Source: an optimization exercise on an open RTL-to-GDS flow (aim: small area, a short achievable clock period and few clock cycles). Production flows keep margins and buffers that such runs may drop. In this exercise RTL edits were held to simulation tests only and were not proved equivalent to the original. Power is estimated from default activity; no workload was simulated.

## flow/design.v (module list and top-level ports; edited modules follow where they fit)
// module mcl2_core: 333 lines
// module mcl2_benc: 17 lines
// module mcl2_umac: 284 lines
// module mcl2_qmul: 246 lines
module mcl2_core (
    input  wire        clk,
    input  wire        rst,
    input  wire        cmd_valid,
    input  wire [7:0]  cmd,
    output wire        cmd_ready,
    output reg         done,
    input  wire [1:0]  ev,
    output wire [1:0]  ind,
    output wire        test_out,
    output wire        in_rd,
    output wire [4:0]  in_addr,
    input  wire [15:0] in_rdata,
    output reg         out_we,
    output reg  [4:0]  out_addr,
    output reg  [15:0] out_wdata
);
  // ...
==> flow/run.sh <==
#!/bin/bash
# synth_recipe.tcl (not shown) runs the flow's synth.tcl, then flattens the netlist and writes it again
# the make line also repeats each setting of config.mk as NAME=value (left out here)
make -C /OpenROAD-flow-scripts/flow DESIGN_CONFIG=/design/flow/config.mk WORK_HOME=/design/flow/orfs CLKGATE_MAP_FILE= SYNTH_SCRIPT=/design/flow/synth_recipe.tcl finish
==> flow/config.mk <==
export PLATFORM = sky130hd
export DESIGN_NAME = mcl2_core
export DESIGN_NICKNAME = mcl2_core
export VERILOG_FILES = /design/flow/design.v
export SDC_FILE = /design/flow/constraint.sdc
export NUM_CORES = 4
export LEC_CHECK = 0
export CAP_MARGIN = 20
export CORE_MARGIN = 2
export CORE_UTILIZATION = 40
export PLACE_DENSITY = 0.6
export SLEW_MARGIN = 20
==> flow/constraint.sdc <==
create_clock -name core_clock -period 18.0 [get_ports {clk}]
set_input_delay 3.6000 -clock core_clock [delete_from_list [all_inputs] [get_ports {clk}]]
set_output_delay 3.6000 -clock core_clock [all_outputs]
set_load 0.01 [all_outputs]
==> tab_implementation.tex, run 1 <==
\begin{tabular}{lr}
\hline
Metric & Value \\
\hline
\multicolumn{2}{l}{\textbf{Floorplanning}} \\
\quad Top-level port count & 62 \\
\quad Core footprint & approximately 0.11 mm2 \\
\multicolumn{2}{l}{\textbf{Pwr}} \\
\quad Switching power & 0.000806 W \\
\quad Highest-power group & registers \\
\quad Static leakage power & 19.1 nW \\
\quad Flip-flop and latch power & 0.00194 W \\
\multicolumn{2}{l}{\textbf{Finish}} \\
\quad Layout buffering overhead excluding clock cells & between 2 and 2.5\% \\
\quad Fraction of final layout cells sized beyond drive strength 1 & 7.01\% \\
\quad Multi-input gate share of the layout cell area & 45.1\% \\
\quad Biggest regs & dq: 335 flops, hq: 256 flops \\
\quad Area-dominant cell class after layout & multi-input gates \\
\quad Final sequential cell count & 839 \\
\quad Area used by multi-input combinational logic & 0.0217 mm2 \\
\quad Register bank with the most flops & dq \\
\multicolumn{2}{l}{\textbf{Critical path}} \\
\quad Sequence of cells on the critical path & buf\_4 -> mux2\_2 -> a22oi\_1 -> xor2\_1 -> fa\_1 -> ha\_1 -> fa\_1 -> inv\_1 -> fa\_1 -> inv\_1 -> fa\_1 -> inv\_1 -> ha\_1 -> nand2\_1 -> o21ai\_1 -> a221o\_1 -> a21o\_1 -> a221oi\_2 -> xnor2\_2 -> nor3b\_2 -> a21oi\_1 -> a311o\_1 -> o21ai\_1 \\
\quad Capturing instance or port of the critical path & out\_wdata[6]\$\_SDFFE\_PP0P\_ \\
\quad Worst path slowest cell & nor3b\_2 \\
\quad Number of cells on the critical path & 23 \\
\quad Required @ worst endpoint & around 19 ns \\
\quad Worst R2R Start & m3r\$\_SDFF\_PP0\_ \\
\multicolumn{2}{l}{\textbf{Drt}} \\
\quad Total via count in the routed design & 30200 \\
\quad Top metal layer carrying routed signals & met5 \\
\quad Antenna-violating nets left & 0 \\
\multicolumn{2}{l}{\textbf{Yosys}} \\
\quad Yosys top cell by area & dfxtp\_1 \\
\quad Compound-Gate Fraction of Synth Area & 15.0\% \\
\quad Simple-Gate Fraction of Synth Area & under 10\% \\
\quad Top FF cell, synth & dfxtp\_1 \\
\quad Part of the Yosys area used for sequential elements & 44.7\% \\
\quad Most common cell in the netlist & dfxtp\_1 \\
\multicolumn{2}{l}{\textbf{Placed design}} \\
\quad Worst slack after detailed placement & roughly 10 ns \\
\quad HPWL reported at the end of detailed placement & 81.1 mm \\
\multicolumn{2}{l}{\textbf{Clock network}} \\
\quad Clk Latency, worst-skew pair & 0.68 ns \\
\multicolumn{2}{l}{\textbf{GRT}} \\
\quad Initial antenna violation count & 6 \\
\quad Met2 usage in global routing & 30.6\% \\
\multicolumn{2}{l}{\textbf{Outcome}} \\
\quad Outcome & finished clean \\
\multicolumn{2}{l}{\textbf{Worst hold path}} \\
\quad Hold wc startpoint & dq[177]\$\_DFF\_P\_ \\
\hline
\end{tabular}
Testbench counts, summed over its fixed seeds: cycles 86,296.
==> module mcl2_core, before the edit <==
module mcl2_core (
    input  wire        clk,
    input  wire        rst,
    input  wire        cmd_valid,
    input  wire [7:0]  cmd,
    output wire        cmd_ready,
    output reg         done,
    input  wire [1:0]  ev,
    output wire [1:0]  ind,
    output wire        test_out,
    output wire        in_rd,
    output wire [4:0]  in_addr,
    input  wire [15:0] in_rdata,
    output reg         out_we,
    output reg  [4:0]  out_addr,
    output reg  [15:0] out_wdata
);
    localparam [15:0] PHASE_INC = 16'd1365;
    localparam [7:0]  BITS      = 8'h59;      
    localparam [7:0]  CMD_INIT = 8'h01, CMD_PROCESS = 8'h02, CMD_TICK = 8'h03;
    localparam [16*64-1:0] SINE_TAB = {
        16'hF374, 16'hE707, 16'hDAD8, 16'hCF05, 16'hC3AA, 16'hB8E4, 16'hAECD, 16'hA57E,
        16'h9D0F, 16'h9593, 16'h8F1E, 16'h89BF, 16'h8584, 16'h8277, 16'h809F, 16'h8001,
        16'h809F, 16'h8277, 16'h8584, 16'h89BF, 16'h8F1E, 16'h9593, 16'h9D0F, 16'hA57E,
        16'hAECD, 16'hB8E4, 16'hC3AA, 16'hCF05, 16'hDAD8, 16'hE707, 16'hF374, 16'h0000,
        16'h0C8C, 16'h18F9, 16'h2528, 16'h30FB, 16'h3C56, 16'h471C, 16'h5133, 16'h5A82,
        16'h62F1, 16'h6A6D, 16'h70E2, 16'h7641, 16'h7A7C, 16'h7D89, 16'h7F61, 16'h7FFF,
        16'h7F61, 16'h7D89, 16'h7A7C, 16'h7641, 16'h70E2, 16'h6A6D, 16'h62F1, 16'h5A82,
        16'h5133, 16'h471C, 16'h3C56, 16'h30FB, 16'h2528, 16'h18F9, 16'h0C8C, 16'h0000
    };
    localparam [16*16-1:0] SHAPE_A_TAB = {
        16'h8001, 16'h8277, 16'h89BF, 16'h9593, 16'hA57E, 16'hB8E4, 16'hCF05, 16'hE707,
        16'h0000, 16'h18F9, 16'h30FB, 16'h471C, 16'h5A82, 16'h6A6D, 16'h7641, 16'h7D89
    };
    localparam [16*16-1:0] SHAPE_B_TAB = {
        16'h7FFF, 16'h7D89, 16'h7641, 16'h6A6D, 16'h5A82, 16'h471C, 16'h30FB, 16'h18F9,
        16'h0000, 16'hE707, 16'hCF05, 16'hB8E4, 16'hA57E, 16'h9593, 16'h89BF, 16'h8277
    };
    localparam [1:0] S_IDLE = 2'd0, S_SAMPLE = 2'd1, S_CLEAR = 2'd3;
    reg [1:0]  mode;
    reg [1:0]  ind_r;
    reg        inc_pend, dec_pend;
    reg        sign, test_out_r;
    reg        ineg;                 
    reg [2:0]  bitcur;
    reg [15:0] phase;
    reg [16*16-1:0] hq;              
    reg [16*21-1:0] dq;              
    reg        rdy;                  
    reg        pv;                   
    reg [1:0]  pm;                   
    reg        prun;                 
    reg        m3r;                  
    reg [5:0]  cnt;
    reg        v1;                   
    reg [4:0]  a1;
    reg        tr, sel;
    reg [15:0] cf;                   
    reg        blk;                  
    reg [3:0]  ti;                   
    reg [4:0]  rel;                  
    reg [1:0]  stype;
    reg        clr_req, clr_all;
    reg [7:0]  m_one, m_two, m_neg;  
    reg [32:0] qa_r, qb_r;           
    reg [31:0] acc;
    reg        p1_act, p1_first, p1_last;
    reg        p2_act, p2_first, p2_last;
    reg        rdv, tail_go;
    reg [15:0] dreg;                 
    reg        rd_r;
    reg [4:0]  ra_r;
    assign cmd_ready = rdy;
    assign ind       = ind_r;
    assign test_out  = test_out_r;
    assign in_rd     = rd_r;
    assign in_addr   = ra_r;
    wire accept = cmd_valid & rdy;
    wire [15:0] h_head = hq[15:0];
    wire [15:0] h_new  = hq[16*15 +: 16];   
    wire [15:0] x_head = dq[15:0];
    wire [15:0] x_prev = dq[16*19 +: 16];   
    wire [15:0] u_x = m3r ? cf : x_head;
    wire [15:0] u_h = m3r ? 16'd0 : h_head;
    wire [15:0] h_upd;
    mcl2_umac u_upd (.one(m_one), .two(m_two), .neg(m_neg), .x(u_x), .h(u_h), .hn(h_upd));
    wire [32:0] qa_n, qb_n;
    mcl2_qmul u_mul (.a(h_new), .b(x_prev), .qa(qa_n), .qb(qb_n));
    wire [31:0] acc_in = p2_first ? 32'd0 : acc;
    wire [32:0] acc_x  = {acc_in[31], acc_in};
    wire [32:0] acc_3s = acc_x ^ qa_r ^ qb_r;
    wire [32:0] acc_3c = (acc_x & qa_r) | (acc_x & qb_r) | (qa_r & qb_r);
    wire [32:0] acc_s  = acc_3s + {acc_3c[31:0], 1'b0};
    wire [31:0] acc_n  = (acc_s[32] != acc_s[31]) ? (acc_s[32] ? 32'h80000000 : 32'h7FFFFFFF) : acc_s[31:0];
    wire [15:0] acc_nw = (acc[31:15] == 17'h0FFFF) ? 16'h7FFF : (acc[31:16] + {15'd0, acc[15]});
    wire [16:0] e_d   = {dreg[15], dreg} - {acc_nw[15], acc_nw};
    wire [15:0] e_s   = (e_d[16] != e_d[15]) ? (e_d[16] ? 16'h8000 : 16'h7FFF) : e_d[15:0];
    wire [16:0] e_r   = {out_wdata[15], out_wdata} + 17'd4;
    wire [15:0] emu_n = {{2{e_r[16]}}, e_r[16:3]};
    wire [15:0] phase_n = phase + PHASE_INC;
    wire [5:0]  sidx    = phase_n[15:10] + ((pm == 2'd3) ? 6'd16 : 6'd0);
    wire [15:0] rom     = SINE_TAB[16*sidx +: 16];
    wire [3:0]  n3      = cnt[4:1];
    wire [15:0] coef_n  = tr ? (sel ? SHAPE_B_TAB[16*n3 +: 16] : SHAPE_A_TAB[16*n3 +: 16])
                             : (ineg ? 16'h8001 : 16'h7FFF);
    wire [15:0] m_src = m3r ? rom : emu_n;
    wire [7:0]  mo_n, mt_n, mn_n;
    mcl2_benc u_enc (.v(m_src), .one(mo_n), .two(mt_n), .neg(mn_n));
    wire upd_now  = (stype == S_SAMPLE) && (rel <= 5'd15);
    reg  hrot;                       
    wire push     = (stype == S_SAMPLE) && (rel == 5'd15);
    wire [4:0] rel_n = push ? 5'd17 : (rel == 5'd20) ? 5'd0 : rel + 5'd1;
    wire eng_idle = (stype == S_IDLE) && !clr_req;
    wire [15:0] h_in  = (stype == S_CLEAR) ? 16'd0 : h_upd;
    wire [15:0] dl_in = ((stype == S_CLEAR) && (clr_all || (rel <= 5'd15))) ? 16'd0 :
                        push ? in_rdata : x_head;
    wire [1:0] mode_inc  = inc_pend ? mode + 2'd1 : mode;
    wire [1:0] mode_tick = dec_pend ? mode_inc - 2'd1 : mode_inc;
    always @(posedge clk) begin
        if (hrot) hq <= {h_in, hq[16*16-1:16]};
        dq   <= {dl_in, dq[16*21-1:16]};
        qa_r <= qa_n;
        qb_r <= qb_n;
        dreg <= in_rdata;
    end
    always @(posedge clk) begin
        if (rst) begin
            done       <= 1'b0;
            out_we     <= 1'b0;
            out_addr   <= 5'd0;
            out_wdata  <= 16'd0;
            mode       <= 2'd0;
            ind_r      <= 2'd0;
            inc_pend   <= 1'b0;
            dec_pend   <= 1'b0;
            sign       <= 1'b0;
            test_out_r <= 1'b0;
            ineg       <= 1'b0;
            bitcur     <= 3'd0;
            phase      <= 16'd0;
            rdy        <= 1'b1;
            pv         <= 1'b0;
            pm         <= 2'd0;
            prun       <= 1'b0;
            m3r        <= 1'b0;
            cnt        <= 6'd0;
            v1         <= 1'b0;
            a1         <= 5'd0;
            tr         <= 1'b0;
            sel        <= 1'b0;
            cf         <= 16'd0;
            blk        <= 1'b0;
            ti         <= 4'd0;
            rel        <= 5'd0;
            hrot       <= 1'b1;
            stype      <= S_CLEAR;
            clr_req    <= 1'b0;
            clr_all    <= 1'b1;
            m_one      <= 8'd0;
            m_two      <= 8'd0;
            m_neg      <= 8'd0;
            acc        <= 32'd0;
            p1_act     <= 1'b0;
            p1_first   <= 1'b0;
            p1_last    <= 1'b0;
            p2_act     <= 1'b0;
            p2_first   <= 1'b0;
            p2_last    <= 1'b0;
            rdv        <= 1'b0;
            tail_go    <= 1'b0;
            rd_r       <= 1'b0;
            ra_r       <= 5'd0;
        end else begin
            done   <= 1'b0;
            out_we <= 1'b0;
            if (ev[0]) inc_pend <= 1'b1;
            if (ev[1]) dec_pend <= 1'b1;
            if (accept) begin
                case (cmd)
                CMD_INIT: begin
                    clr_req <= 1'b1;
                    done    <= 1'b1;
                end
                CMD_TICK: begin
                    inc_pend <= ev[0];
                    dec_pend <= ev[1];
                    mode     <= mode_tick;
                    if (inc_pend || dec_pend)
                        ind_r <= mode_tick;
                    done     <= 1'b1;
                end
                CMD_PROCESS: begin
                    rdy <= 1'b0;
                    if (mode == 2'd1) begin
                        blk <= 1'b1;
                        ti  <= 4'd0;
                    end else begin
                        pv   <= 1'b1;
                        pm   <= mode;
                        prun <= 1'b0;
                        cnt  <= 6'd0;
                    end
                    if (mode == 2'd3) begin
                        test_out_r <= BITS[bitcur];
                        bitcur     <= bitcur + 3'd1;
                        tr         <= ~BITS[bitcur];
                        sel        <= sign;
                        if (!BITS[bitcur])
                            sign <= ~sign;
                    end
                end
                default: done <= 1'b1;    
                endcase
            end
            v1 <= rd_r && pv && (pm == 2'd0);
            a1 <= ra_r;
            if (pv && !prun) begin
                if (pm == 2'd2 || eng_idle) begin
                    prun <= 1'b1;
                    if (pm == 2'd3) m3r <= 1'b1;
                end
            end
            if (pv && prun) begin
                case (pm)
                2'd0: begin
                    if (!cnt[5]) cnt <= cnt + 6'd1;
                    if (v1) begin
                        out_we    <= 1'b1;
                        out_addr  <= a1;
                        out_wdata <= in_rdata;
                        if (a1 == 5'd31) begin
                            done <= 1'b1;
                            rdy  <= 1'b1;
                            pv   <= 1'b0;
                        end
                    end
                end
                2'd2: begin
                    cnt      <= cnt + 6'd1;
                    out_we   <= 1'b1;
                    out_addr <= cnt[4:0];
                    if (!cnt[0]) begin
                        phase     <= phase_n;
                        out_wdata <= rom;
                    end
                    if (cnt[4:0] == 5'd31) begin
                        done <= 1'b1;
                        rdy  <= 1'b1;
                        pv   <= 1'b0;
                    end
                end
                default: begin
                    cnt <= cnt + 6'd1;
                    if (!cnt[0] && !cnt[5]) begin
                        phase <= phase_n;
                        m_one <= mo_n;
                        m_two <= mt_n;
                        m_neg <= mn_n;
                        cf    <= coef_n;
                    end
                    if (cnt[0]) begin
                        out_we    <= 1'b1;
                        out_addr  <= {cnt[4:1], 1'b0};
                        out_wdata <= h_upd;
                    end
                    if (!cnt[0] && cnt != 6'd0) begin
                        out_we   <= 1'b1;
                        out_addr <= {cnt[4:1] - 4'd1, 1'b1};
                    end
                    if (cnt == 6'd32) begin
                        done  <= 1'b1;
                        rdy   <= 1'b1;
                        pv    <= 1'b0;
                        m3r   <= 1'b0;
                        m_one <= 8'd0;
                        m_two <= 8'd0;
                        m_neg <= 8'd0;
                        if (tr) ineg <= ~sel;
                    end
                end
                endcase
            end
            rd_r <= (pv && prun && (pm == 2'd0) && !cnt[5]) || (blk && (rel_n == 5'd17));
            ra_r <= blk ? {ti, 1'b0} : cnt[4:0];
            rel <= rel_n;
            hrot <= ((rel == 5'd20) ? (tail_go || clr_req) : (stype != S_IDLE)) && (rel_n <= 5'd15);
            p1_act   <= upd_now;
            p1_first <= (stype == S_SAMPLE) && (rel == 5'd0);
            p1_last  <= push;
            p2_act   <= p1_act;
            p2_first <= p1_first;
            p2_last  <= p1_last;
            if (p2_act) acc <= acc_n;
            if (push) begin
                m_one <= 8'd0;
                m_two <= 8'd0;
                m_neg <= 8'd0;
            end
            if (rel == 5'd17) rdv <= rd_r && blk;
            if (rel == 5'd18) tail_go <= rdv && blk && !clr_req;
            if (rel == 5'd19 && tail_go) begin
                out_wdata <= e_s;
                out_we    <= 1'b1;
                out_addr  <= {ti, 1'b0};
            end
            if (rel == 5'd20 && tail_go) begin
                m_one    <= mo_n;
                m_two    <= mt_n;
                m_neg    <= mn_n;
                out_we   <= 1'b1;
                out_addr <= {ti, 1'b1};
                ti       <= ti + 4'd1;
                if (ti == 4'd15) begin
                    done <= 1'b1;
                    rdy  <= 1'b1;
                    blk  <= 1'b0;
                end
            end
            if (rel == 5'd20) begin
                if (stype == S_CLEAR) clr_all <= 1'b0;
                if (tail_go) begin
                    stype <= S_SAMPLE;
                end else if (clr_req) begin
                    stype   <= S_CLEAR;
                    clr_req <= 1'b0;
                    acc     <= 32'd0;
                end else begin
                    stype <= S_IDLE;
                end
            end
        end
    end
endmodule
==> module mcl2_umac, before the edit <==
module mcl2_umac (
    input  wire [7:0]  one,
    input  wire [7:0]  two,
    input  wire [7:0]  neg,
    input  wire [15:0] x,
    input  wire [15:0] h,
    output wire [15:0] hn
);
    wire [16:0] xs = {x[15], x};
    wire [16:0] x2 = {x, 1'b0};
    wire [16:0] rw0 = ((({17{one[0]}} & xs) | ({17{two[0]}} & x2)) ^ {17{neg[0]}});
    wire [16:0] rw1 = ((({17{one[1]}} & xs) | ({17{two[1]}} & x2)) ^ {17{neg[1]}});
    wire [16:0] rw2 = ((({17{one[2]}} & xs) | ({17{two[2]}} & x2)) ^ {17{neg[2]}});
    wire [16:0] rw3 = ((({17{one[3]}} & xs) | ({17{two[3]}} & x2)) ^ {17{neg[3]}});
    wire [16:0] rw4 = ((({17{one[4]}} & xs) | ({17{two[4]}} & x2)) ^ {17{neg[4]}});
    wire [16:0] rw5 = ((({17{one[5]}} & xs) | ({17{two[5]}} & x2)) ^ {17{neg[5]}});
    wire [16:0] rw6 = ((({17{one[6]}} & xs) | ({17{two[6]}} & x2)) ^ {17{neg[6]}});
    wire [16:0] rw7 = ((({17{one[7]}} & xs) | ({17{two[7]}} & x2)) ^ {17{neg[7]}});
    wire ut_s1 = rw0[14] ^ rw1[12];
    wire ut_c2 = rw0[14] & rw1[12];
    wire ut_s3 = rw0[15] ^ rw1[13];
    wire ut_c4 = rw0[15] & rw1[13];
    wire ut_s5 = ~rw0[16] ^ rw1[14] ^ rw2[12];
    wire ut_c6 = (~rw0[16] & rw1[14]) | (~rw0[16] & rw2[12]) | (rw1[14] & rw2[12]);
    wire ut_s7 = rw1[15] ^ rw2[13];
    wire ut_c8 = rw1[15] & rw2[13];
    wire ut_s9 = rw0[10] ^ rw1[8];
    wire ut_c10 = rw0[10] & rw1[8];
    wire ut_s11 = rw0[11] ^ rw1[9];
    wire ut_c12 = rw0[11] & rw1[9];
    wire ut_s13 = rw0[12] ^ rw1[10] ^ rw2[8];
    wire ut_c14 = (rw0[12] & rw1[10]) | (rw0[12] & rw2[8]) | (rw1[10] & rw2[8]);
    wire ut_s15 = rw3[6] ^ rw4[4];
    wire ut_c16 = rw3[6] & rw4[4];
    wire ut_s17 = rw0[13] ^ rw1[11] ^ rw2[9];
    wire ut_c18 = (rw0[13] & rw1[11]) | (rw0[13] & rw2[9]) | (rw1[11] & rw2[9]);
    wire ut_s19 = rw3[7] ^ rw4[5];
    wire ut_c20 = rw3[7] & rw4[5];
    wire ut_s21 = rw2[10] ^ rw3[8] ^ rw4[6];
    wire ut_c22 = (rw2[10] & rw3[8]) | (rw2[10] & rw4[6]) | (rw3[8] & rw4[6]);
    wire ut_s23 = rw5[4] ^ rw6[2] ^ rw7[0];
    wire ut_c24 = (rw5[4] & rw6[2]) | (rw5[4] & rw7[0]) | (rw6[2] & rw7[0]);
    wire ut_s25 = neg[7] ^ 1'b1;
    wire ut_c26 = neg[7] & 1'b1;
    wire ut_s27 = rw2[11] ^ rw3[9] ^ rw4[7];
    wire ut_c28 = (rw2[11] & rw3[9]) | (rw2[11] & rw4[7]) | (rw3[9] & rw4[7]);
    wire ut_s29 = rw5[5] ^ rw6[3] ^ rw7[1];
    wire ut_c30 = (rw5[5] & rw6[3]) | (rw5[5] & rw7[1]) | (rw6[3] & rw7[1]);
    wire ut_s31 = h[0] ^ ut_c2 ^ ut_s3;
    wire ut_c32 = (h[0] & ut_c2) | (h[0] & ut_s3) | (ut_c2 & ut_s3);
    wire ut_s33 = rw3[10] ^ rw4[8] ^ rw5[6];
    wire ut_c34 = (rw3[10] & rw4[8]) | (rw3[10] & rw5[6]) | (rw4[8] & rw5[6]);
    wire ut_s35 = rw6[4] ^ rw7[2] ^ h[1];
    wire ut_c36 = (rw6[4] & rw7[2]) | (rw6[4] & h[1]) | (rw7[2] & h[1]);
    wire ut_s37 = 1'b1 ^ ut_c4 ^ ut_s5;
    wire ut_c38 = (1'b1 & ut_c4) | (1'b1 & ut_s5) | (ut_c4 & ut_s5);
    wire ut_s39 = rw3[11] ^ rw4[9] ^ rw5[7];
    wire ut_c40 = (rw3[11] & rw4[9]) | (rw3[11] & rw5[7]) | (rw4[9] & rw5[7]);
    wire ut_s41 = rw6[5] ^ rw7[3] ^ h[2];
    wire ut_c42 = (rw6[5] & rw7[3]) | (rw6[5] & h[2]) | (rw7[3] & h[2]);
    wire ut_s43 = 1'b1 ^ ut_c6 ^ ut_s7;
    wire ut_c44 = (1'b1 & ut_c6) | (1'b1 & ut_s7) | (ut_c6 & ut_s7);
    wire ut_s45 = ~rw1[16] ^ rw2[14] ^ rw3[12];
    wire ut_c46 = (~rw1[16] & rw2[14]) | (~rw1[16] & rw3[12]) | (rw2[14] & rw3[12]);
    wire ut_s47 = rw4[10] ^ rw5[8] ^ rw6[6];
    wire ut_c48 = (rw4[10] & rw5[8]) | (rw4[10] & rw6[6]) | (rw5[8] & rw6[6]);
    wire ut_s49 = rw7[4] ^ h[3] ^ ut_c8;
    wire ut_c50 = (rw7[4] & h[3]) | (rw7[4] & ut_c8) | (h[3] & ut_c8);
    wire ut_s51 = rw2[15] ^ rw3[13] ^ rw4[11];
    wire ut_c52 = (rw2[15] & rw3[13]) | (rw2[15] & rw4[11]) | (rw3[13] & rw4[11]);
    wire ut_s53 = rw5[9] ^ rw6[7] ^ rw7[5];
    wire ut_c54 = (rw5[9] & rw6[7]) | (rw5[9] & rw7[5]) | (rw6[7] & rw7[5]);
    wire ut_s55 = h[4] ^ 1'b1;
    wire ut_c56 = h[4] & 1'b1;
    wire ut_s57 = ~rw2[16] ^ rw3[14] ^ rw4[12];
    wire ut_c58 = (~rw2[16] & rw3[14]) | (~rw2[16] & rw4[12]) | (rw3[14] & rw4[12]);
    wire ut_s59 = rw5[10] ^ rw6[8] ^ rw7[6];
    wire ut_c60 = (rw5[10] & rw6[8]) | (rw5[10] & rw7[6]) | (rw6[8] & rw7[6]);
    wire ut_s61 = rw3[15] ^ rw4[13] ^ rw5[11];
    wire ut_c62 = (rw3[15] & rw4[13]) | (rw3[15] & rw5[11]) | (rw4[13] & rw5[11]);
    wire ut_s63 = rw6[9] ^ rw7[7];
    wire ut_c64 = rw6[9] & rw7[7];
    wire ut_s65 = ~rw3[16] ^ rw4[14] ^ rw5[12];
    wire ut_c66 = (~rw3[16] & rw4[14]) | (~rw3[16] & rw5[12]) | (rw4[14] & rw5[12]);
    wire ut_s67 = rw4[15] ^ rw5[13];
    wire ut_c68 = rw4[15] & rw5[13];
    wire ut_s69 = rw0[6] ^ rw1[4];
    wire ut_c70 = rw0[6] & rw1[4];
    wire ut_s71 = rw0[7] ^ rw1[5];
    wire ut_c72 = rw0[7] & rw1[5];
    wire ut_s73 = rw0[8] ^ rw1[6] ^ rw2[4];
    wire ut_c74 = (rw0[8] & rw1[6]) | (rw0[8] & rw2[4]) | (rw1[6] & rw2[4]);
    wire ut_s75 = rw3[2] ^ rw4[0];
    wire ut_c76 = rw3[2] & rw4[0];
    wire ut_s77 = rw0[9] ^ rw1[7] ^ rw2[5];
    wire ut_c78 = (rw0[9] & rw1[7]) | (rw0[9] & rw2[5]) | (rw1[7] & rw2[5]);
    wire ut_s79 = rw3[3] ^ rw4[1];
    wire ut_c80 = rw3[3] & rw4[1];
    wire ut_s81 = rw2[6] ^ rw3[4] ^ rw4[2];
    wire ut_c82 = (rw2[6] & rw3[4]) | (rw2[6] & rw4[2]) | (rw3[4] & rw4[2]);
    wire ut_s83 = rw5[0] ^ neg[5] ^ ut_s9;
    wire ut_c84 = (rw5[0] & neg[5]) | (rw5[0] & ut_s9) | (neg[5] & ut_s9);
    wire ut_s85 = rw2[7] ^ rw3[5] ^ rw4[3];
    wire ut_c86 = (rw2[7] & rw3[5]) | (rw2[7] & rw4[3]) | (rw3[5] & rw4[3]);
    wire ut_s87 = rw5[1] ^ ut_c10 ^ ut_s11;
    wire ut_c88 = (rw5[1] & ut_c10) | (rw5[1] & ut_s11) | (ut_c10 & ut_s11);
    wire ut_s89 = rw5[2] ^ rw6[0] ^ neg[6];
    wire ut_c90 = (rw5[2] & rw6[0]) | (rw5[2] & neg[6]) | (rw6[0] & neg[6]);
    wire ut_s91 = ut_c12 ^ ut_s13 ^ ut_s15;
    wire ut_c92 = (ut_c12 & ut_s13) | (ut_c12 & ut_s15) | (ut_s13 & ut_s15);
    wire ut_s93 = rw5[3] ^ rw6[1] ^ ut_c14;
    wire ut_c94 = (rw5[3] & rw6[1]) | (rw5[3] & ut_c14) | (rw6[1] & ut_c14);
    wire ut_s95 = ut_c16 ^ ut_s17 ^ ut_s19;
    wire ut_c96 = (ut_c16 & ut_s17) | (ut_c16 & ut_s19) | (ut_s17 & ut_s19);
    wire ut_s97 = ut_s1 ^ ut_c18 ^ ut_c20;
    wire ut_c98 = (ut_s1 & ut_c18) | (ut_s1 & ut_c20) | (ut_c18 & ut_c20);
    wire ut_s99 = ut_s21 ^ ut_s23 ^ ut_s25;
    wire ut_c100 = (ut_s21 & ut_s23) | (ut_s21 & ut_s25) | (ut_s23 & ut_s25);
    wire ut_s101 = ut_c22 ^ ut_c24 ^ ut_c26;
    wire ut_c102 = (ut_c22 & ut_c24) | (ut_c22 & ut_c26) | (ut_c24 & ut_c26);
    wire ut_s103 = ut_s27 ^ ut_s29 ^ ut_s31;
    wire ut_c104 = (ut_s27 & ut_s29) | (ut_s27 & ut_s31) | (ut_s29 & ut_s31);
    wire ut_s105 = ut_c28 ^ ut_c30 ^ ut_c32;
    wire ut_c106 = (ut_c28 & ut_c30) | (ut_c28 & ut_c32) | (ut_c30 & ut_c32);
    wire ut_s107 = ut_s33 ^ ut_s35 ^ ut_s37;
    wire ut_c108 = (ut_s33 & ut_s35) | (ut_s33 & ut_s37) | (ut_s35 & ut_s37);
    wire ut_s109 = ut_c34 ^ ut_c36 ^ ut_c38;
    wire ut_c110 = (ut_c34 & ut_c36) | (ut_c34 & ut_c38) | (ut_c36 & ut_c38);
    wire ut_s111 = ut_s39 ^ ut_s41 ^ ut_s43;
    wire ut_c112 = (ut_s39 & ut_s41) | (ut_s39 & ut_s43) | (ut_s41 & ut_s43);
    wire ut_s113 = ut_c40 ^ ut_c42 ^ ut_c44;
    wire ut_c114 = (ut_c40 & ut_c42) | (ut_c40 & ut_c44) | (ut_c42 & ut_c44);
    wire ut_s115 = ut_s45 ^ ut_s47 ^ ut_s49;
    wire ut_c116 = (ut_s45 & ut_s47) | (ut_s45 & ut_s49) | (ut_s47 & ut_s49);
    wire ut_s117 = ut_c46 ^ ut_c48 ^ ut_c50;
    wire ut_c118 = (ut_c46 & ut_c48) | (ut_c46 & ut_c50) | (ut_c48 & ut_c50);
    wire ut_s119 = ut_s51 ^ ut_s53 ^ ut_s55;
    wire ut_c120 = (ut_s51 & ut_s53) | (ut_s51 & ut_s55) | (ut_s53 & ut_s55);
    wire ut_s121 = h[5] ^ ut_c52 ^ ut_c54;
    wire ut_c122 = (h[5] & ut_c52) | (h[5] & ut_c54) | (ut_c52 & ut_c54);
    wire ut_s123 = ut_c56 ^ ut_s57 ^ ut_s59;
    wire ut_c124 = (ut_c56 & ut_s57) | (ut_c56 & ut_s59) | (ut_s57 & ut_s59);
    wire ut_s125 = h[6] ^ 1'b1 ^ ut_c58;
    wire ut_c126 = (h[6] & 1'b1) | (h[6] & ut_c58) | (1'b1 & ut_c58);
    wire ut_s127 = ut_c60 ^ ut_s61 ^ ut_s63;
    wire ut_c128 = (ut_c60 & ut_s61) | (ut_c60 & ut_s63) | (ut_s61 & ut_s63);
    wire ut_s129 = rw6[10] ^ rw7[8] ^ h[7];
    wire ut_c130 = (rw6[10] & rw7[8]) | (rw6[10] & h[7]) | (rw7[8] & h[7]);
    wire ut_s131 = ut_c62 ^ ut_c64 ^ ut_s65;
    wire ut_c132 = (ut_c62 & ut_c64) | (ut_c62 & ut_s65) | (ut_c64 & ut_s65);
    wire ut_s133 = rw6[11] ^ rw7[9] ^ h[8];
    wire ut_c134 = (rw6[11] & rw7[9]) | (rw6[11] & h[8]) | (rw7[9] & h[8]);
    wire ut_s135 = 1'b1 ^ ut_c66 ^ ut_s67;
    wire ut_c136 = (1'b1 & ut_c66) | (1'b1 & ut_s67) | (ut_c66 & ut_s67);
    wire ut_s137 = ~rw4[16] ^ rw5[14] ^ rw6[12];
    wire ut_c138 = (~rw4[16] & rw5[14]) | (~rw4[16] & rw6[12]) | (rw5[14] & rw6[12]);
    wire ut_s139 = rw7[10] ^ h[9] ^ ut_c68;
    wire ut_c140 = (rw7[10] & h[9]) | (rw7[10] & ut_c68) | (h[9] & ut_c68);
    wire ut_s141 = rw5[15] ^ rw6[13] ^ rw7[11];
    wire ut_c142 = (rw5[15] & rw6[13]) | (rw5[15] & rw7[11]) | (rw6[13] & rw7[11]);
    wire ut_s143 = h[10] ^ 1'b1;
    wire ut_c144 = h[10] & 1'b1;
    wire ut_s145 = ~rw5[16] ^ rw6[14] ^ rw7[12];
    wire ut_c146 = (~rw5[16] & rw6[14]) | (~rw5[16] & rw7[12]) | (rw6[14] & rw7[12]);
    wire ut_s147 = rw6[15] ^ rw7[13];
    wire ut_c148 = rw6[15] & rw7[13];
    wire ut_s149 = rw0[4] ^ rw1[2];
    wire ut_c150 = rw0[4] & rw1[2];
    wire ut_s151 = rw0[5] ^ rw1[3];
    wire ut_c152 = rw0[5] & rw1[3];
    wire ut_s153 = rw2[2] ^ rw3[0] ^ neg[3];
    wire ut_c154 = (rw2[2] & rw3[0]) | (rw2[2] & neg[3]) | (rw3[0] & neg[3]);
    wire ut_s155 = rw2[3] ^ rw3[1] ^ ut_c70;
    wire ut_c156 = (rw2[3] & rw3[1]) | (rw2[3] & ut_c70) | (rw3[1] & ut_c70);
    wire ut_s157 = neg[4] ^ ut_c72 ^ ut_s73;
    wire ut_c158 = (neg[4] & ut_c72) | (neg[4] & ut_s73) | (ut_c72 & ut_s73);
    wire ut_s159 = ut_c74 ^ ut_c76 ^ ut_s77;
    wire ut_c160 = (ut_c74 & ut_c76) | (ut_c74 & ut_s77) | (ut_c76 & ut_s77);
    wire ut_s161 = ut_c78 ^ ut_c80 ^ ut_s81;
    wire ut_c162 = (ut_c78 & ut_c80) | (ut_c78 & ut_s81) | (ut_c80 & ut_s81);
    wire ut_s163 = ut_c82 ^ ut_c84 ^ ut_s85;
    wire ut_c164 = (ut_c82 & ut_c84) | (ut_c82 & ut_s85) | (ut_c84 & ut_s85);
    wire ut_s165 = ut_c86 ^ ut_c88 ^ ut_s89;
    wire ut_c166 = (ut_c86 & ut_c88) | (ut_c86 & ut_s89) | (ut_c88 & ut_s89);
    wire ut_s167 = ut_c90 ^ ut_c92 ^ ut_s93;
    wire ut_c168 = (ut_c90 & ut_c92) | (ut_c90 & ut_s93) | (ut_c92 & ut_s93);
    wire ut_s169 = ut_c94 ^ ut_c96 ^ ut_s97;
    wire ut_c170 = (ut_c94 & ut_c96) | (ut_c94 & ut_s97) | (ut_c96 & ut_s97);
    wire ut_s171 = ut_c98 ^ ut_c100 ^ ut_s101;
    wire ut_c172 = (ut_c98 & ut_c100) | (ut_c98 & ut_s101) | (ut_c100 & ut_s101);
    wire ut_s173 = ut_c102 ^ ut_c104 ^ ut_s105;
    wire ut_c174 = (ut_c102 & ut_c104) | (ut_c102 & ut_s105) | (ut_c104 & ut_s105);
    wire ut_s175 = ut_c106 ^ ut_c108 ^ ut_s109;
    wire ut_c176 = (ut_c106 & ut_c108) | (ut_c106 & ut_s109) | (ut_c108 & ut_s109);
    wire ut_s177 = ut_c110 ^ ut_c112 ^ ut_s113;
    wire ut_c178 = (ut_c110 & ut_c112) | (ut_c110 & ut_s113) | (ut_c112 & ut_s113);
    wire ut_s179 = ut_c114 ^ ut_c116 ^ ut_s117;
    wire ut_c180 = (ut_c114 & ut_c116) | (ut_c114 & ut_s117) | (ut_c116 & ut_s117);
    wire ut_s181 = ut_c118 ^ ut_c120 ^ ut_s121;
    wire ut_c182 = (ut_c118 & ut_c120) | (ut_c118 & ut_s121) | (ut_c120 & ut_s121);
    wire ut_s183 = ut_c122 ^ ut_c124 ^ ut_s125;
    wire ut_c184 = (ut_c122 & ut_c124) | (ut_c122 & ut_s125) | (ut_c124 & ut_s125);
    wire ut_s185 = ut_c126 ^ ut_c128 ^ ut_s129;
    wire ut_c186 = (ut_c126 & ut_c128) | (ut_c126 & ut_s129) | (ut_c128 & ut_s129);
    wire ut_s187 = ut_c130 ^ ut_c132 ^ ut_s133;
    wire ut_c188 = (ut_c130 & ut_c132) | (ut_c130 & ut_s133) | (ut_c132 & ut_s133);
    wire ut_s189 = ut_c134 ^ ut_c136 ^ ut_s137;
    wire ut_c190 = (ut_c134 & ut_c136) | (ut_c134 & ut_s137) | (ut_c136 & ut_s137);
    wire ut_s191 = ut_c138 ^ ut_c140 ^ ut_s141;
    wire ut_c192 = (ut_c138 & ut_c140) | (ut_c138 & ut_s141) | (ut_c140 & ut_s141);
    wire ut_s193 = h[11] ^ ut_c142 ^ ut_c144;
    wire ut_c194 = (h[11] & ut_c142) | (h[11] & ut_c144) | (ut_c142 & ut_c144);
    wire ut_s195 = h[12] ^ 1'b1 ^ ut_c146;
    wire ut_c196 = (h[12] & 1'b1) | (h[12] & ut_c146) | (1'b1 & ut_c146);
    wire ut_s197 = ~rw6[16] ^ rw7[14] ^ h[13];
    wire ut_c198 = (~rw6[16] & rw7[14]) | (~rw6[16] & h[13]) | (rw7[14] & h[13]);
    wire ut_s199 = rw7[15] ^ h[14];
    wire ut_c200 = rw7[15] & h[14];
    wire ut_s201 = ~rw7[16] ^ ~h[15];
    wire ut_c202 = ~rw7[16] & ~h[15];
    wire ut_s203 = rw0[2] ^ rw1[0];
    wire ut_c204 = rw0[2] & rw1[0];
    wire ut_s205 = rw0[3] ^ rw1[1];
    wire ut_c206 = rw0[3] & rw1[1];
    wire ut_s207 = rw2[0] ^ neg[2] ^ ut_s149;
    wire ut_c208 = (rw2[0] & neg[2]) | (rw2[0] & ut_s149) | (neg[2] & ut_s149);
    wire ut_s209 = rw2[1] ^ ut_c150 ^ ut_s151;
    wire ut_c210 = (rw2[1] & ut_c150) | (rw2[1] & ut_s151) | (ut_c150 & ut_s151);
    wire ut_s211 = ut_s69 ^ ut_c152 ^ ut_s153;
    wire ut_c212 = (ut_s69 & ut_c152) | (ut_s69 & ut_s153) | (ut_c152 & ut_s153);
    wire ut_s213 = ut_s71 ^ ut_c154 ^ ut_s155;
    wire ut_c214 = (ut_s71 & ut_c154) | (ut_s71 & ut_s155) | (ut_c154 & ut_s155);
    wire ut_s215 = ut_s75 ^ ut_c156 ^ ut_s157;
    wire ut_c216 = (ut_s75 & ut_c156) | (ut_s75 & ut_s157) | (ut_c156 & ut_s157);
    wire ut_s217 = ut_s79 ^ ut_c158 ^ ut_s159;
    wire ut_c218 = (ut_s79 & ut_c158) | (ut_s79 & ut_s159) | (ut_c158 & ut_s159);
    wire ut_s219 = ut_s83 ^ ut_c160 ^ ut_s161;
    wire ut_c220 = (ut_s83 & ut_c160) | (ut_s83 & ut_s161) | (ut_c160 & ut_s161);
    wire ut_s221 = ut_s87 ^ ut_c162 ^ ut_s163;
    wire ut_c222 = (ut_s87 & ut_c162) | (ut_s87 & ut_s163) | (ut_c162 & ut_s163);
    wire ut_s223 = ut_s91 ^ ut_c164 ^ ut_s165;
    wire ut_c224 = (ut_s91 & ut_c164) | (ut_s91 & ut_s165) | (ut_c164 & ut_s165);
    wire ut_s225 = ut_s95 ^ ut_c166 ^ ut_s167;
    wire ut_c226 = (ut_s95 & ut_c166) | (ut_s95 & ut_s167) | (ut_c166 & ut_s167);
    wire ut_s227 = ut_s99 ^ ut_c168 ^ ut_s169;
    wire ut_c228 = (ut_s99 & ut_c168) | (ut_s99 & ut_s169) | (ut_c168 & ut_s169);
    wire ut_s229 = ut_s103 ^ ut_c170 ^ ut_s171;
    wire ut_c230 = (ut_s103 & ut_c170) | (ut_s103 & ut_s171) | (ut_c170 & ut_s171);
    wire ut_s231 = ut_s107 ^ ut_c172 ^ ut_s173;
    wire ut_c232 = (ut_s107 & ut_c172) | (ut_s107 & ut_s173) | (ut_c172 & ut_s173);
    wire ut_s233 = ut_s111 ^ ut_c174 ^ ut_s175;
    wire ut_c234 = (ut_s111 & ut_c174) | (ut_s111 & ut_s175) | (ut_c174 & ut_s175);
    wire ut_s235 = ut_s115 ^ ut_c176 ^ ut_s177;
    wire ut_c236 = (ut_s115 & ut_c176) | (ut_s115 & ut_s177) | (ut_c176 & ut_s177);
    wire ut_s237 = ut_s119 ^ ut_c178 ^ ut_s179;
    wire ut_c238 = (ut_s119 & ut_c178) | (ut_s119 & ut_s179) | (ut_c178 & ut_s179);
    wire ut_s239 = ut_s123 ^ ut_c180 ^ ut_s181;
    wire ut_c240 = (ut_s123 & ut_c180) | (ut_s123 & ut_s181) | (ut_c180 & ut_s181);
    wire ut_s241 = ut_s127 ^ ut_c182 ^ ut_s183;
    wire ut_c242 = (ut_s127 & ut_c182) | (ut_s127 & ut_s183) | (ut_c182 & ut_s183);
    wire ut_s243 = ut_s131 ^ ut_c184 ^ ut_s185;
    wire ut_c244 = (ut_s131 & ut_c184) | (ut_s131 & ut_s185) | (ut_c184 & ut_s185);
    wire ut_s245 = ut_s135 ^ ut_c186 ^ ut_s187;
    wire ut_c246 = (ut_s135 & ut_c186) | (ut_s135 & ut_s187) | (ut_c186 & ut_s187);
    wire ut_s247 = ut_s139 ^ ut_c188 ^ ut_s189;
    wire ut_c248 = (ut_s139 & ut_c188) | (ut_s139 & ut_s189) | (ut_c188 & ut_s189);
    wire ut_s249 = ut_s143 ^ ut_c190 ^ ut_s191;
    wire ut_c250 = (ut_s143 & ut_c190) | (ut_s143 & ut_s191) | (ut_c190 & ut_s191);
    wire ut_s251 = ut_s145 ^ ut_c192 ^ ut_s193;
    wire ut_c252 = (ut_s145 & ut_c192) | (ut_s145 & ut_s193) | (ut_c192 & ut_s193);
    wire ut_s253 = ut_s147 ^ ut_c194 ^ ut_s195;
    wire ut_c254 = (ut_s147 & ut_c194) | (ut_s147 & ut_s195) | (ut_c194 & ut_s195);
    wire ut_s255 = ut_c148 ^ ut_c196 ^ ut_s197;
    wire ut_c256 = (ut_c148 & ut_c196) | (ut_c148 & ut_s197) | (ut_c196 & ut_s197);
    wire ut_s257 = 1'b1 ^ ut_c198 ^ ut_s199;
    wire ut_c258 = (1'b1 & ut_c198) | (1'b1 & ut_s199) | (ut_c198 & ut_s199);
    wire ut_s259 = 1'b1 ^ ut_c200 ^ ut_s201;
    wire ut_c260 = (1'b1 & ut_c200) | (1'b1 & ut_s201) | (ut_c200 & ut_s201);
    wire [31:0] ua = {ut_c202, ut_c258, ut_c256, ut_c254, ut_c252, ut_c250, ut_c248, ut_c246, ut_c244, ut_c242, ut_c240, ut_c238, ut_c236, ut_c234, ut_c232, ut_c230, ut_c228, ut_c226, ut_c224, ut_c222, ut_c220, ut_c218, ut_c216, ut_c214, ut_c212, ut_c210, ut_c208, ut_c206, ut_c204, neg[1], rw0[1], rw0[0]};
    wire [31:0] ub = {ut_c260, ut_s259, ut_s257, ut_s255, ut_s253, ut_s251, ut_s249, ut_s247, ut_s245, ut_s243, ut_s241, ut_s239, ut_s237, ut_s235, ut_s233, ut_s231, ut_s229, ut_s227, ut_s225, ut_s223, ut_s221, ut_s219, ut_s217, ut_s215, ut_s213, ut_s211, ut_s209, ut_s207, ut_s205, ut_s203, 1'b0, neg[0]};
    wire [31:0] s  = ua + ub;
    wire [16:0] v  = s[31:15];
    assign hn = (v[16] != v[15]) ? (v[16] ? 16'h8000 : 16'h7FFF) : v[15:0];
endmodule
==> inputs of run 2 (changes only) <==
--- a/flow/design.v
+++ b/flow/design.v
@@ -45,7 +45,10 @@
     reg [2:0]  bitcur;
     reg [15:0] phase;
-    reg [16*16-1:0] hq;              
+    reg [16*15-1:0] hq;              
     reg [16*21-1:0] dq;              
+    reg [16:0] ua_r, ub_r;           
+    reg        uc_r;
     reg        rdy;                  
+    reg        proc_r;               
     reg        pv;                   
     reg [1:0]  pm;                   
@@ -56,17 +59,23 @@
     reg [4:0]  a1;
     reg        tr, sel;
-    reg [15:0] cf;                   
     reg        blk;                  
     reg [3:0]  ti;                   
     reg [4:0]  rel;                  
     reg [1:0]  stype;
+    reg        hrot;                 
     reg        clr_req, clr_all;
     reg [7:0]  m_one, m_two, m_neg;  
+    reg [15:0] hn_r;                 
+    reg [15:0] xb_r;                 
     reg [32:0] qa_r, qb_r;           
     reg [31:0] acc;
-    reg        p1_act, p1_first, p1_last;
-    reg        p2_act, p2_first, p2_last;
-    reg        rdv, tail_go;
+    reg        p1_act, p2_act, p3_act;
+    reg        p1_first, p2_first, p3_first;
+    reg        p1_last, p2_last;
+    reg        rdv, tail_go, tail_2;
     reg [15:0] dreg;                 
+    reg [16:0] dreg4;                
+    reg        tick_r;               
+    reg [1:0]  pend_r, ev_r;         
     reg        rd_r;
     reg [4:0]  ra_r;
@@ -78,14 +87,14 @@
     wire accept = cmd_valid & rdy;
     wire [15:0] h_head = hq[15:0];
-    wire [15:0] h_new  = hq[16*15 +: 16];   
     wire [15:0] x_head = dq[15:0];
-    wire [15:0] x_prev = dq[16*19 +: 16];   
-    wire [15:0] u_x = m3r ? cf : x_head;
-    wire [15:0] u_h = m3r ? 16'd0 : h_head;
-    wire [15:0] h_upd;
-    mcl2_umac u_upd (.one(m_one), .two(m_two), .neg(m_neg), .x(u_x), .h(u_h), .hn(h_upd));
+    wire [16:0] ua_n, ub_n;
+    wire        uc_n;
+    mcl2_umac u_upd (.one(m_one), .two(m_two), .neg(m_neg), .x(x_head), .h(h_head),
+                     .sa(ua_n), .sb(ub_n), .c15(uc_n));
+    wire [16:0] u_v   = ua_r + ub_r + {16'd0, uc_r};
+    wire [15:0] h_upd = (u_v[16] != u_v[15]) ? (u_v[16] ? 16'h8000 : 16'h7FFF) : u_v[15:0];
     wire [32:0] qa_n, qb_n;
-    mcl2_qmul u_mul (.a(h_new), .b(x_prev), .qa(qa_n), .qb(qb_n));
-    wire [31:0] acc_in = p2_first ? 32'd0 : acc;
+    mcl2_qmul u_mul (.a(hn_r), .b(xb_r), .qa(qa_n), .qb(qb_n));
+    wire [31:0] acc_in = m3r ? 32'h00008000 : p3_first ? 32'd0 : acc;
     wire [32:0] acc_x  = {acc_in[31], acc_in};
     wire [32:0] acc_3s = acc_x ^ qa_r ^ qb_r;
@@ -93,9 +102,14 @@
     wire [32:0] acc_s  = acc_3s + {acc_3c[31:0], 1'b0};
     wire [31:0] acc_n  = (acc_s[32] != acc_s[31]) ? (acc_s[32] ? 32'h80000000 : 32'h7FFFFFFF) : acc_s[31:0];
-    wire [15:0] acc_nw = (acc[31:15] == 17'h0FFFF) ? 16'h7FFF : (acc[31:16] + {15'd0, acc[15]});
-    wire [16:0] e_d   = {dreg[15], dreg} - {acc_nw[15], acc_nw};
-    wire [15:0] e_s   = (e_d[16] != e_d[15]) ? (e_d[16] ? 16'h8000 : 16'h7FFF) : e_d[15:0];
-    wire [16:0] e_r   = {out_wdata[15], out_wdata} + 17'd4;
-    wire [15:0] emu_n = {{2{e_r[16]}}, e_r[16:3]};
+    wire        nsp   = (acc[31:15] == 17'h0FFFF);
+    wire        cin   = ~acc[15] | nsp;
+    wire [16:0] ny    = {~acc[31], ~acc[31:16]};
+    wire [16:0] e_d   = {dreg[15], dreg} + ny + {16'd0, cin};
+    wire [17:0] e_d4  = {dreg4[16], dreg4} + {ny[16], ny} + {17'd0, cin};
+    wire        e_sat = (e_d[16] != e_d[15]);
+    wire [15:0] e_s   = e_sat ? (e_d[16] ? 16'h8000 : 16'h7FFF) : e_d[15:0];
+    wire [15:0] emu_n = e_sat ? (e_d[16] ? 16'hF000 : 16'h1000) : {e_d4[17], e_d4[17:3]};
+    wire [7:0]  mo_n, mt_n, mn_n;
+    mcl2_benc u_enc (.v(emu_n), .one(mo_n), .two(mt_n), .neg(mn_n));
     wire [15:0] phase_n = phase + PHASE_INC;
     wire [5:0]  sidx    = phase_n[15:10] + ((pm == 2'd3) ? 6'd16 : 6'd0);
@@ -104,9 +118,5 @@
     wire [15:0] coef_n  = tr ? (sel ? SHAPE_B_TAB[16*n3 +: 16] : SHAPE_A_TAB[16*n3 +: 16])
                              : (ineg ? 16'h8001 : 16'h7FFF);
-    wire [15:0] m_src = m3r ? rom : emu_n;
-    wire [7:0]  mo_n, mt_n, mn_n;
-    mcl2_benc u_enc (.v(m_src), .one(mo_n), .two(mt_n), .neg(mn_n));
     wire upd_now  = (stype == S_SAMPLE) && (rel <= 5'd15);
-    reg  hrot;                       
     wire push     = (stype == S_SAMPLE) && (rel == 5'd15);
     wire [4:0] rel_n = push ? 5'd17 : (rel == 5'd20) ? 5'd0 : rel + 5'd1;
@@ -114,13 +124,27 @@
     wire [15:0] h_in  = (stype == S_CLEAR) ? 16'd0 : h_upd;
     wire [15:0] dl_in = ((stype == S_CLEAR) && (clr_all || (rel <= 5'd15))) ? 16'd0 :
-                        push ? in_rdata : x_head;
-    wire [1:0] mode_inc  = inc_pend ? mode + 2'd1 : mode;
-    wire [1:0] mode_tick = dec_pend ? mode_inc - 2'd1 : mode_inc;
+                        push ? dreg : x_head;
+    wire [1:0] mode_inc  = pend_r[0] ? mode + 2'd1 : mode;
+    wire [1:0] mode_tick = pend_r[1] ? mode_inc - 2'd1 : mode_inc;
     always @(posedge clk) begin
-        if (hrot) hq <= {h_in, hq[16*16-1:16]};
+        if (hrot) hq <= {h_in, hq[16*15-1:16]};
+        if (stype == S_CLEAR) begin
+            ua_r <= 17'd0;
+            ub_r <= 17'd0;
+            uc_r <= 1'b0;
+        end else if (upd_now) begin
+            ua_r <= ua_n;
+            ub_r <= ub_n;
+            uc_r <= uc_n;
+        end
         dq   <= {dl_in, dq[16*21-1:16]};
+        hn_r <= m3r ? coef_n : h_upd;
+        xb_r <= m3r ? rom : dq[16*19 +: 16];
         qa_r <= qa_n;
         qb_r <= qb_n;
-        dreg <= in_rdata;
+        dreg  <= in_rdata;
+        dreg4 <= {dreg[15], dreg} + 17'd4;
+        pend_r <= {dec_pend, inc_pend};
+        ev_r   <= ev;
     end
     always @(posedge clk) begin
@@ -140,4 +164,6 @@
             phase      <= 16'd0;
             rdy        <= 1'b1;
+            proc_r     <= 1'b0;
+            tick_r     <= 1'b0;
             pv         <= 1'b0;
             pm         <= 2'd0;
@@ -149,10 +175,9 @@
             tr         <= 1'b0;
             sel        <= 1'b0;
-            cf         <= 16'd0;
             blk        <= 1'b0;
             ti         <= 4'd0;
             rel        <= 5'd0;
-            hrot       <= 1'b1;
             stype      <= S_CLEAR;
+            hrot       <= 1'b1;
             clr_req    <= 1'b0;
             clr_all    <= 1'b1;
@@ -162,11 +187,14 @@
             acc        <= 32'd0;
             p1_act     <= 1'b0;
-            p1_first   <= 1'b0;
-            p1_last    <= 1'b0;
             p2_act     <= 1'b0;
+            p3_act     <= 1'b0;
+            p1_first   <= 1'b0;
             p2_first   <= 1'b0;
+            p3_first   <= 1'b0;
+            p1_last    <= 1'b0;
             p2_last    <= 1'b0;
             rdv        <= 1'b0;
             tail_go    <= 1'b0;
+            tail_2     <= 1'b0;
             rd_r       <= 1'b0;
             ra_r       <= 5'd0;
@@ -174,4 +202,6 @@
             done   <= 1'b0;
             out_we <= 1'b0;
+            proc_r <= 1'b0;
+            tick_r <= 1'b0;
             if (ev[0]) inc_pend <= 1'b1;
             if (ev[1]) dec_pend <= 1'b1;
@@ -183,34 +213,42 @@
                 end
                 CMD_TICK: begin
-                    inc_pend <= ev[0];
-                    dec_pend <= ev[1];
-                    mode     <= mode_tick;
-                    if (inc_pend || dec_pend)
-                        ind_r <= mode_tick;
-                    done     <= 1'b1;
+                    rdy    <= 1'b0;
+                    tick_r <= 1'b1;
                 end
                 CMD_PROCESS: begin
-                    rdy <= 1'b0;
-                    if (mode == 2'd1) begin
-                        blk <= 1'b1;
-                        ti  <= 4'd0;
-                    end else begin
-                        pv   <= 1'b1;
-                        pm   <= mode;
-                        prun <= 1'b0;
-                        cnt  <= 6'd0;
-                    end
-                    if (mode == 2'd3) begin
-                        test_out_r <= BITS[bitcur];
-                        bitcur     <= bitcur + 3'd1;
-                        tr         <= ~BITS[bitcur];
-                        sel        <= sign;
-                        if (!BITS[bitcur])
-                            sign <= ~sign;
-                    end
+                    rdy    <= 1'b0;
+                    proc_r <= 1'b1;
                 end
                 default: done <= 1'b1;    
                 endcase
             end
+            if (tick_r) begin
+                inc_pend <= ev_r[0] | ev[0];
+                dec_pend <= ev_r[1] | ev[1];
+                mode     <= mode_tick;
+                if (pend_r[0] || pend_r[1])
+                    ind_r <= mode_tick;
+                done     <= 1'b1;
+                rdy      <= 1'b1;
+            end
+            if (proc_r) begin
+                if (mode == 2'd1) begin
+                    blk <= 1'b1;
+                    ti  <= 4'd0;
+                end else begin
+                    pv   <= 1'b1;
+                    pm   <= mode;
+                    prun <= 1'b0;
+                    cnt  <= 6'd0;
+                end
+                if (mode == 2'd3) begin
+                    test_out_r <= BITS[bitcur];
+                    bitcur     <= bitcur + 3'd1;
+                    tr         <= ~BITS[bitcur];
+                    sel        <= sign;
+                    if (!BITS[bitcur])
+                        sign <= ~sign;
+                end
+            end
             v1 <= rd_r && pv && (pm == 2'd0);
             a1 <= ra_r;
@@ -252,28 +290,16 @@
                 default: begin
                     cnt <= cnt + 6'd1;
-                    if (!cnt[0] && !cnt[5]) begin
+                    if (!cnt[0] && !cnt[5])
                         phase <= phase_n;
-                        m_one <= mo_n;
-                        m_two <= mt_n;
-                        m_neg <= mn_n;
-                        cf    <= coef_n;
-                    end
-                    if (cnt[0]) begin
-                        out_we    <= 1'b1;
-                        out_addr  <= {cnt[4:1], 1'b0};
-                        out_wdata <= h_upd;
-                    end
-                    if (!cnt[0] && cnt != 6'd0) begin
+                    if (cnt >= 6'd2) begin
                         out_we   <= 1'b1;
-                        out_addr <= {cnt[4:1] - 4'd1, 1'b1};
+                        out_addr <= {cnt[4:1] - 4'd1, cnt[0]};
+                        if (!cnt[0]) out_wdata <= acc_s[31:16];
                     end
-                    if (cnt == 6'd32) begin
-                        done  <= 1'b1;
-                        rdy   <= 1'b1;
-                        pv    <= 1'b0;
-                        m3r   <= 1'b0;
-                        m_one <= 8'd0;
-                        m_two <= 8'd0;
-                        m_neg <= 8'd0;
+                    if (cnt == 6'd33) begin
+                        done <= 1'b1;
+                        rdy  <= 1'b1;
+                        pv   <= 1'b0;
+                        m3r  <= 1'b0;
                         if (tr) ineg <= ~sel;
                     end
@@ -283,5 +309,5 @@
             rd_r <= (pv && prun && (pm == 2'd0) && !cnt[5]) || (blk && (rel_n == 5'd17));
             ra_r <= blk ? {ti, 1'b0} : cnt[4:0];
-            rel <= rel_n;
+            rel  <= rel_n;
             hrot <= ((rel == 5'd20) ? (tail_go || clr_req) : (stype != S_IDLE)) && (rel_n <= 5'd15);
             p1_act   <= upd_now;
@@ -291,5 +317,7 @@
             p2_first <= p1_first;
             p2_last  <= p1_last;
-            if (p2_act) acc <= acc_n;
+            p3_act   <= p2_act;
+            p3_first <= p2_first;
+            if (p3_act) acc <= acc_n;
             if (push) begin
                 m_one <= 8'd0;
@@ -298,14 +326,15 @@
             end
             if (rel == 5'd17) rdv <= rd_r && blk;
-            if (rel == 5'd18) tail_go <= rdv && blk && !clr_req;
-            if (rel == 5'd19 && tail_go) begin
+            if (rel == 5'd19) tail_go <= rdv && blk && !clr_req;
+            tail_2 <= (rel == 5'd20) && tail_go;
+            if (rel == 5'd20 && tail_go) begin
                 out_wdata <= e_s;
+                m_one     <= mo_n;
+                m_two     <= mt_n;
+                m_neg     <= mn_n;
                 out_we    <= 1'b1;
                 out_addr  <= {ti, 1'b0};
             end
-            if (rel == 5'd20 && tail_go) begin
-                m_one    <= mo_n;
-                m_two    <= mt_n;
-                m_neg    <= mn_n;
+            if (tail_2) begin
                 out_we   <= 1'b1;
                 out_addr <= {ti, 1'b1};
@@ -355,5 +384,7 @@
     input  wire [15:0] x,
     input  wire [15:0] h,
-    output wire [15:0] hn
+    output wire [16:0] sa,
+    output wire [16:0] sb,
+    output wire        c15
 );
     wire [16:0] xs = {x[15], x};
@@ -629,7 +660,8 @@
     wire [31:0] ua = {ut_c202, ut_c258, ut_c256, ut_c254, ut_c252, ut_c250, ut_c248, ut_c246, ut_c244, ut_c242, ut_c240, ut_c238, ut_c236, ut_c234, ut_c232, ut_c230, ut_c228, ut_c226, ut_c224, ut_c222, ut_c220, ut_c218, ut_c216, ut_c214, ut_c212, ut_c210, ut_c208, ut_c206, ut_c204, neg[1], rw0[1], rw0[0]};
     wire [31:0] ub = {ut_c260, ut_s259, ut_s257, ut_s255, ut_s253, ut_s251, ut_s249, ut_s247, ut_s245, ut_s243, ut_s241, ut_s239, ut_s237, ut_s235, ut_s233, ut_s231, ut_s229, ut_s227, ut_s225, ut_s223, ut_s221, ut_s219, ut_s217, ut_s215, ut_s213, ut_s211, ut_s209, ut_s207, ut_s205, ut_s203, 1'b0, neg[0]};
-    wire [31:0] s  = ua + ub;
-    wire [16:0] v  = s[31:15];
-    assign hn = (v[16] != v[15]) ? (v[16] ? 16'h8000 : 16'h7FFF) : v[15:0];
+    wire [15:0] lo = {1'b0, ua[14:0]} + {1'b0, ub[14:0]};
+    assign sa  = ua[31:15];
+    assign sb  = ub[31:15];
+    assign c15 = lo[15];
 endmodule
 module mcl2_qmul (
==> run 2 against run 1 <==
Still clean on timing, DRC and antenna. Routed wire length grew 4.5%. Synthesized cell count rose by 6.7%. Maximum frequency is 40% higher. Total power grew 6.1%. Synthesized area up 4.0%. Die area grew 4.0%. Clock skew is 0.029 ns lower. Flip-flop and latch count increased by 61. Global-route usage grew 0.11 points. Largest power group unchanged.
==> tab_implementation.tex, run 2 <==
\begin{tabular}{lr}
\hline
Metric & Value \\
\hline
\multicolumn{2}{l}{\textbf{Pwr}} \\
\quad Total Power Consumption & 0.00406 W \\
\quad Sequential fraction of design power & 51.2\% \\
\quad Cell Pwr Density & $\sim$80 mW/mm2 \\
\quad Relative contribution of the clock network to total power & a little under half \\
\quad Switching power & 0.000866 W (+7.5\%) \\
\quad Worst-case vdd ir drop & 73.5 uV \\
\quad Switching power share of the total & 21.3\% \\
\quad Combinational Power Share & 2.1\% \\
\quad Static leakage power & 19.6 nW (+2.7\%) \\
\quad Cell-internal power & roughly 0.0032 W \\
\multicolumn{2}{l}{\textbf{Clock network}} \\
\quad Buffer depth of the longest clock path & 3 \\
\quad TritonCTS clock tree & yes \\
\quad Post-CTS Setup Inserts & 0 \\
\quad Number of hold buffers added after CTS & 0 \\
\quad Clock Tree Root & clkbuf\_16 \\
\quad Clk Latency, worst-skew pair & 0.66 ns (-0.02 ns) \\
\quad Total clock buffers created by CTS & between 80 and 90 \\
\quad Number of instances resized during post-cts repair & 0 \\
\quad Sink count of the clock tree & 900 \\
\quad Depth of the CTS H-tree & 3 \\
\quad Clock transition time at the flip-flop clock pins of the worst setup and hold paths & 0.07 ns \\
\multicolumn{2}{l}{\textbf{Outcome}} \\
\quad Outcome & finished clean \\
\multicolumn{2}{l}{\textbf{Yosys}} \\
\quad Syn\_nets & between 4000 and 5000 \\
\quad Most common cell in the netlist & dfxtp\_1 \\
\quad Unique cell type count in the Yosys netlist & 98 \\
\quad Yosys top cell area share & 29.3\% \\
\quad Top FF cell, synth & dfxtp\_1 \\
\quad Part of the Yosys area used for sequential elements & 45.3\% (+0.62 points) \\
\quad Yosys top cell by area & dfxtp\_1 \\
\quad Async S/R FF share, synth & 0\% \\
\quad Count of warnings emitted by yosys & 1 \\
\quad Cell count after synthesis & 4419 \\
\quad Post-synthesis average cell area & 10.2 um2 \\
\quad Syn Std Cell Area & about 0.045 mm2 \\
\quad Count of flip-flops with a built-in enable after synthesis & 240 \\
\quad Yosys reg bits & 900 \\
\quad Main area contributors after synthesis & dfxtp\_1 (29\%), edfxtp\_1 (16\%), fa\_1 (9.5\%) \\
\quad Post-synth top cells & dfxtp\_1 (660), inv\_1 (459), nand2\_1 (339) \\
\multicolumn{2}{l}{\textbf{Placed design}} \\
\quad Number of input and output port buffers inserted & 61 \\
\quad Worst slack after detailed placement & 12.41 ns (+2.03 ns) \\
\quad HPWL reported at the end of detailed placement & 83.4 mm (+2.8\%) \\
\quad Routability cong. & 0.923 \\
\multicolumn{2}{l}{\textbf{GRT}} \\
\quad Initial antenna violation count & 6 (unchanged) \\
\quad Global-route wire length before repair & about 180 mm \\
\quad Number of global-route vias before repair & between 30000 and 40000 \\
\quad Global routing usage summed across all routing layers & between 20 and 25\% \\
\quad Global route total overflow & 0 \\
\quad Pin count of the biggest net entering global routing & 86 \\
\multicolumn{2}{l}{\textbf{Finish}} \\
\quad Flip-flop count of the largest register, all copies and words added & approximately 340 \\
\quad Area growth syn-to-layout & 10.8\% \\
\quad Biggest regs & dq: 336 flops, hq: 240 flops \\
\quad Fraction of final layout cells sized beyond drive strength 1 & 6.56\% (-0.45 points) \\
\quad Most frequent cells in the layout & dfxtp\_1 (657), inv\_1 (459), nand2\_1 (339), a21oi\_1 (282), edfxtp\_1 (240) \\
\quad Register bank with the most flops & dq \\
\quad Total area of sequential cells & approximately 0.020 mm2 \\
\quad Post-layout nets & $\sim$4800 \\
\quad Commonest non-fill, non-tap cell in the layout & dfxtp\_1 \\
\quad Area used by multi-input combinational logic & 0.0218 mm2 (+0.60\%) \\
\quad Fillers & 10600 \\
\multicolumn{2}{l}{\textbf{Drt}} \\
\quad Remaining DRCs & 0 \\
\quad Number of DRC markers in iteration 0 & 3076 \\
\quad Total via count in the routed design & 31800 (+5.1\%) \\
\quad Vias per cell & 5.38 \\
\quad Antenna-violating nets left & 0 (unchanged) \\
\quad DRT Pass-1 Iters & 8 \\
\quad Total routed wirelength & 118 mm \\
\quad Wire per inst & roughly 20 um \\
\multicolumn{2}{l}{\textbf{Run}} \\
\quad Maxcap violations & 0 \\
\multicolumn{2}{l}{\textbf{Critical path}} \\
\quad Largest driver fanout on the critical path & 2 \\
\quad Worst setup SP type & register \\
\quad Category of the most critical setup path & reg -> out \\
\quad Required @ worst endpoint & 14.40 ns (-4.22 ns) \\
\quad Crit path arrival time & 1.86 ns \\
\quad Peak per-stage delay on the critical path & 0.62 ns \\
\quad Worst path bufs/invs & 1 \\
\quad Sequence of cells on the critical path & clkdlybuf4s50\_1 \\
\quad Kind of end point of the critical path & output pin \\
\quad Worst path slowest cell & clkdlybuf4s50\_1 \\
\quad Top Family by Delay on Critical Path & buffers and inverters \\
\multicolumn{2}{l}{\textbf{Timing}} \\
\quad Maximum operating frequency & about 180 MHz \\
\quad Least-Margin Pin Slew & 1.21 ns \\
\quad Tightest slew margin relative to the limit & around a fifth \\
\quad Hold Violations, Final & 0 \\
\quad Final Critical Period & 5.46 ns \\
\quad Part of the cycle the worst path needs & between 30\% and 40\% \\
\quad Setup TNS after final layout & 0 ns \\
\quad Max Clock Skew & $\sim$0.025 ns \\
\quad Final worst setup slack & 12.54 ns \\
\quad Unrepaired setup endpoints after global routing & no \\
\quad Final setup vio count & 0 \\
\quad Count of final max-slew check failures & 0 \\
\multicolumn{2}{l}{\textbf{Worst hold path}} \\
\quad Worst hold-check path type & reg -> reg \\
\multicolumn{2}{l}{\textbf{Floorplanning}} \\
\quad Die width & 340 um \\
\quad Top-level port count & 62 (unchanged) \\
\quad Die height & 340 um \\
\quad Core footprint & 0.112 mm2 (+4.5\%) \\
\quad Initial core utilization & 40.2\% \\
\quad Total Die Area & about 0.12 mm2 \\
\quad Floorplan row count & around 120 \\
\hline
\end{tabular}
## run 2: worst paths after layout
kind / end / slack, ns / cells after the start / start
setup reg to reg: acc[9]$_SDFF_PP0_ / 12.86 / 19 / m3r$_SDFF_PP0_
setup / recovery: out_wdata[15] / 12.54 / 1 / out_wdata[15]$_SDFFE_PP0P_
hold / removal: dq[67]$_DFF_P_ / 0.32 / 0 / dq[83]$_DFF_P_
hold reg to reg: dq[67]$_DFF_P_ / 0.32 / 0 / dq[83]$_DFF_P_
## run 2: per-layer routing
metal / vias to the layer above / GRT usage, % / wire length (um)
met5: - / 0 / 8
met4: 2 / 6.19 / 3420
met3: 235 / 3.84 / 8550
met2: 1121 / 30.6 / 50900
met1: 15500 / 29.2 / 54900
li1: 15000 / - / -
## run 2: per-stage QoR
stage               area, um2  util [%]  cells  hold WS [ns]
detailed placement      46800      41.8   5741         0.312
CTS                     49900      44.5   5906         0.319
floorplan               45000         -   4419         0.310
finish                  49900      44.5   5909         0.321
global route            49900      44.5   5906         0.326
global placement        46800      41.8   5741         0.310
## run 2: power by group through the flow
stage	registers, W	logic (W)	clock network [W]
5_1_grt	0.00208	0.0000960	0.00202
4_1_cts	0.00208	0.0000851	0.00194
3_5_place_dp	0.00212	0.0000845	0
2_1_floorplan	0.00212	0.0000580	0
3_3_place_gp	0.00212	0.0000841	0
6_report	0.00208	0.0000856	0.00190
## run 2: area by class of cell
type                    instances  share of cell area (%)
multi-input cells            2761                    43.7
clock buffers                 116                    5.06
clock inverters                49                    1.05
diodes                          3                  0.0150
flip-flops and latches        900                    40.9
repair buffers                114                    2.02
inverters                     466                    3.51
well taps                    1500                    3.76
## run 2: cells by family (layout without fill, tap and decap cells)
kind of cell,after synthesis,count (layout),share of synthesized area [%]
other,0,3,0
DFF,900,900,45.3
AOI/OAI and AO/OA,1061,1061,15.7
muxes,44,44,1.11
adders and majority gates,442,442,15.7
buffers and inverters,758,745,6.46
and+or+nand+nor,858,858,8.76
xor gates and xnor gates,356,356,6.92
Testbench counts of run 2, summed over its fixed seeds: cycles 86,472.

## static timing again, ports no longer ideal
Ports are ideal in the flow. The routed layouts listed here were re-timed in OpenROAD.
Step 1, drivers: a clkbuf_16 drives clk and a buf_2 each remaining input, both assumed.
Step 2, shift: input delay + t, output delay - t, t = (earliest + latest rising clock arrival at the registers) / 2. This alone moves slack from input paths to output paths.
Slacks: ideal / step 1 / step 2; pairs: ideal / step 1.
| run | shift t [ns] | setup WS [ns] |
|---|---|---|
| run 1 | 0.717 | 10.366 / 10.366 / 10.366 |
| run 2 | 0.712 | 12.545 / 12.479 / 12.369 |
After both steps setup and hold are still met in every run listed.
